Context: an optimization exercise on an open-source flow, tuned for small area, a short achievable clock period and few clock cycles. The choices shown serve that exercise and are no tape-out recipe.
In this exercise RTL edits were held to simulation tests only and were not proved equivalent to the original.
Power figures rest on the tool's default switching activity, not on a simulated workload.

Design rledec, start of the top module:
module rledec (
    input  wire        clk,
    input  wire        rst,           
    input  wire        reg_we,
    input  wire [7:0]  reg_addr,      
    input  wire [31:0] reg_wdata,
    output reg  [31:0] reg_rdata,
    output wire        irq,
    output wire        src_req,
    output wire [11:0] src_addr,
    input  wire        src_ack,
    input  wire [7:0]  src_rdata,
    output wire        fb_req,
    output wire [11:0] fb_addr,
    output wire [7:0]  fb_wdata,
    input  wire        fb_ack
);
    localparam [3:0] OP_NOP = 4'h0, OP_RLE4 = 4'h1, OP_RLE5 = 4'h2, OP_NIBBLE = 4'h3,
                     OP_RAW = 4'h4, OP_CLEAR = 4'h5, OP_ABORT = 4'h6;
    localparam [2:0] M_NONE = 3'd0, M_RLE4 = 3'd1, M_RLE5 = 3'd2, M_NIBBLE = 3'd3,
                     M_RAW = 3'd4, M_CLEAR = 3'd5;
    localparam [2:0] C_NONE = 3'd0, C_MAXPIX = 3'd1, C_DATALEN = 3'd2, C_INPUT_END = 3'd3,
                     C_ABORTED = 3'd4, C_DST_RANGE = 3'd5, C_CLEARED = 3'd6;
    localparam [2:0] E_BAD_CMD = 3'd1, E_BUSY_CMD = 3'd2, E_BAD_CFG = 3'd3, E_DST_RANGE = 3'd4;
    localparam [2:0] R_REPEAT = 3'd0, R_REP_COLOR = 3'd1, R_MULTI = 3'd2, R_RUN = 3'd3,
                     R_RUN_DATA = 3'd4;
    localparam [1:0] J_REP = 2'd0, J_RUN = 2'd1, J_NIB = 2'd2, J_RAW = 2'd3;
    reg        irq_en;
    reg        busy, done, err;
    reg [2:0]  cause, errcode;
    reg [31:0] src_ptr, src_limit, datalen, maxpix, pixcount;
    reg [31:0] dst_base, frame_stride, frame_index, padding, line_width;
    reg [31:0] dst_ptr, linecount;
    reg [12:0] count, repcount;    
    reg [2:0]  stage, record, avail;
    reg [7:0]  acc;
    reg [2:0]  mode;
    reg [7:0]  auxpal [0:31];
    reg        at_max;      
    reg        wact;        
    reg [1:0]  wkind;
    reg [7:0]  wbyte;       
    reg [12:0] wleft;       
    reg [1:0]  mst;         
    reg [4:0]  mpos;        
    wire is_rle4  = (mode == M_RLE4);
    wire is_rle5  = (mode == M_RLE5);
    wire is_rle   = is_rle4 | is_rle5;
    wire is_nib   = (mode == M_NIBBLE);
    wire is_raw   = (mode == M_RAW);
    wire is_clear = (mode == M_CLEAR);
    wire [2:0] bits = is_rle5 ? 3'd5 : 3'd4;
    wire        dst_oob = |dst_ptr[31:12];
    wire        wgo     = wact & (mst == 2'd0);
  ...
export LEC_CHECK = 0
export CAP_MARGIN = 20
export CORE_MARGIN = 2
export CORE_UTILIZATION = 40
export SLEW_MARGIN = 20
create_clock -name core_clock -period 12.0 [get_ports {clk}]
standard.sh (not shown) runs the stock make flow with config.mk's settings and CLKGATE_MAP_FILE= SYNTH_SCRIPT=/design/flow/synth_recipe.tcl, a recipe that flattens the netlist after the stock synthesis.
==> flow/flow/run.sh <==
#!/bin/bash
set -euo pipefail
export BUFFER_PORTS_ARGS="-buffer_cell sky130_fd_sc_hd__buf_4"
export SETUP_SLACK_MARGIN=6
bash standard.sh > standard_flow.log 2>&1
Testbench counts at the start, summed over its fixed seeds: cycles 119,687.
Change:
==> flow/run.sh (new file) <==
#!/bin/bash
# synth_recipe.tcl (not shown) runs the flow's synth.tcl, then flattens the netlist and writes it again
# the make line also repeats each setting of config.mk as NAME=value (left out here)
make -C /OpenROAD-flow-scripts/flow DESIGN_CONFIG=/design/flow/config.mk WORK_HOME=/design/flow/orfs CLKGATE_MAP_FILE= SYNTH_SCRIPT=/design/flow/synth_recipe.tcl finish
Settings changed: CTS_BUF_LIST set to sky130_fd_sc_hd__clkbuf_16, CTS_CLUSTER_DIAMETER set to 80, CTS_CLUSTER_SIZE set to 20, SETUP_SLACK_MARGIN set to 5.
removed: flow/flow/run.sh
removed: flow/standard.sh
Worst setup slack got worse by 0.40 ns.
Hold slack degrades by 0.023 ns.
Non-clock buffer count fell by 143.
Design area drops by 8.7%.
Total power decreases by 16%.
Utilization fell by 4.4 points.
Fmax shrinks by 5.5%.

---

rledec again, from the RTL that the note above started with.
clock: 12.0 ns
lec_check: 0
cap_margin: 20
core_margin: 2
core_utilization: 50
setup_slack_margin: 5
slew_margin: 20
run.sh (not shown) runs the stock make flow with config.mk's settings and CLKGATE_MAP_FILE= SYNTH_SCRIPT=/design/flow/synth_recipe.tcl, a recipe that flattens the netlist after the stock synthesis.
Stock flow here: none of the scripts above is used.
The starting point passed the timing, design-rule and antenna checks.
Testbench counts at the start, summed over its fixed seeds: cycles 119,687.
Rerun with:
==> flow/flow/run.sh (new file) <==
#!/bin/bash
# The standard layout, with the port buffers made from buf_4 cells instead of the
# default (a slow delay buffer), so that paths through the ports are not slowed.
set -euo pipefail
export BUFFER_PORTS_ARGS="-buffer_cell sky130_fd_sc_hd__buf_4"
bash standard.sh > standard_flow.log 2>&1
==> flow/standard.sh (new file) <==
#!/bin/bash
# synth_recipe.tcl (not shown) runs the flow's synth.tcl, then flattens the netlist and writes it again
# the make line also repeats each setting of config.mk as NAME=value (left out here)
make -C /OpenROAD-flow-scripts/flow DESIGN_CONFIG=/design/flow/config.mk WORK_HOME=/design/flow/orfs CLKGATE_MAP_FILE= SYNTH_SCRIPT=/design/flow/synth_recipe.tcl "${@:-finish}"
Settings changed: CORE_UTILIZATION 50 to 40.
removed: flow/run.sh
=> Setup slack gets worse by 55 ps. Sequential cell count does not change. Synthesized cell count does not change. Total power went up by 0.41%. Routed wire length went down by about 4%.
Rerun with:
==> flow/run.sh (new file) <==
#!/bin/bash
# synth_recipe.tcl (not shown) runs the flow's synth.tcl, then flattens the netlist and writes it again
# the make line also repeats each setting of config.mk as NAME=value (left out here)
make -C /OpenROAD-flow-scripts/flow DESIGN_CONFIG=/design/flow/config.mk WORK_HOME=/design/flow/orfs CLKGATE_MAP_FILE= SYNTH_SCRIPT=/design/flow/synth_recipe.tcl finish
removed: flow/flow/run.sh
removed: flow/standard.sh
Worst hold slack hardly moves.
Power shrinks by 0.70%.
Worst setup slack gets better by 23 ps.
Register-to-register slack improved by 160 ps.
Wire length rises by 3.4%.
Final area is higher by 2.2%.
Count of clock-buffer cells in the layout came out lower by 2.
Sequential share of layout area decreases by 0.86 points.
Combinational power increases by 6.1%.
Maximum frequency climbs by 0.32%.

## re-timing with driven ports
Ports are ideal in the flow. The routed layouts listed here were re-timed in OpenROAD.
Step 1, drivers: a clkbuf_16 drives clk and a buf_2 each remaining input, both assumed.
Step 2 adds t to the input delays and takes it off the output delays; t is the mean of the earliest and latest rising clock arrival at the registers after step 1. Input paths then give back, and output paths get back, about the clock's delay inside the block.
Three values: ideal ports, drivers, drivers and shift; two values: the first two.
run	t (ns)	setup slack, ns	hold slack, ns	clock arrival spread, ns	pins driven straight from the clock port
the first run of note 1	0.764	5.097 / 4.899 / 4.899	0.513 / 0.513 / 0.513	0.043 / 0.043	1
the second run of note 1	0.748	4.693 / 4.606 / 4.606	0.490 / 0.490 / 0.490	0.057 / 0.057	1
the first run of note 2	0.736	4.973 / 4.754 / 4.754	0.478 / 0.478 / 0.478	0.041 / 0.040	1
the second run of note 2	0.746	4.918 / 4.735 / 4.735	0.473 / 0.473 / 0.473	0.049 / 0.049	1
the third run of note 2	0.744	4.940 / 4.720 / 4.720	0.475 / 0.475 / 0.475	0.028 / 0.028	1
After both steps every run listed still meets setup and hold. The setup slack of the third run of note 2, which loses most, moves by -0.220 ns with the drivers and by -0.220 ns with both steps.
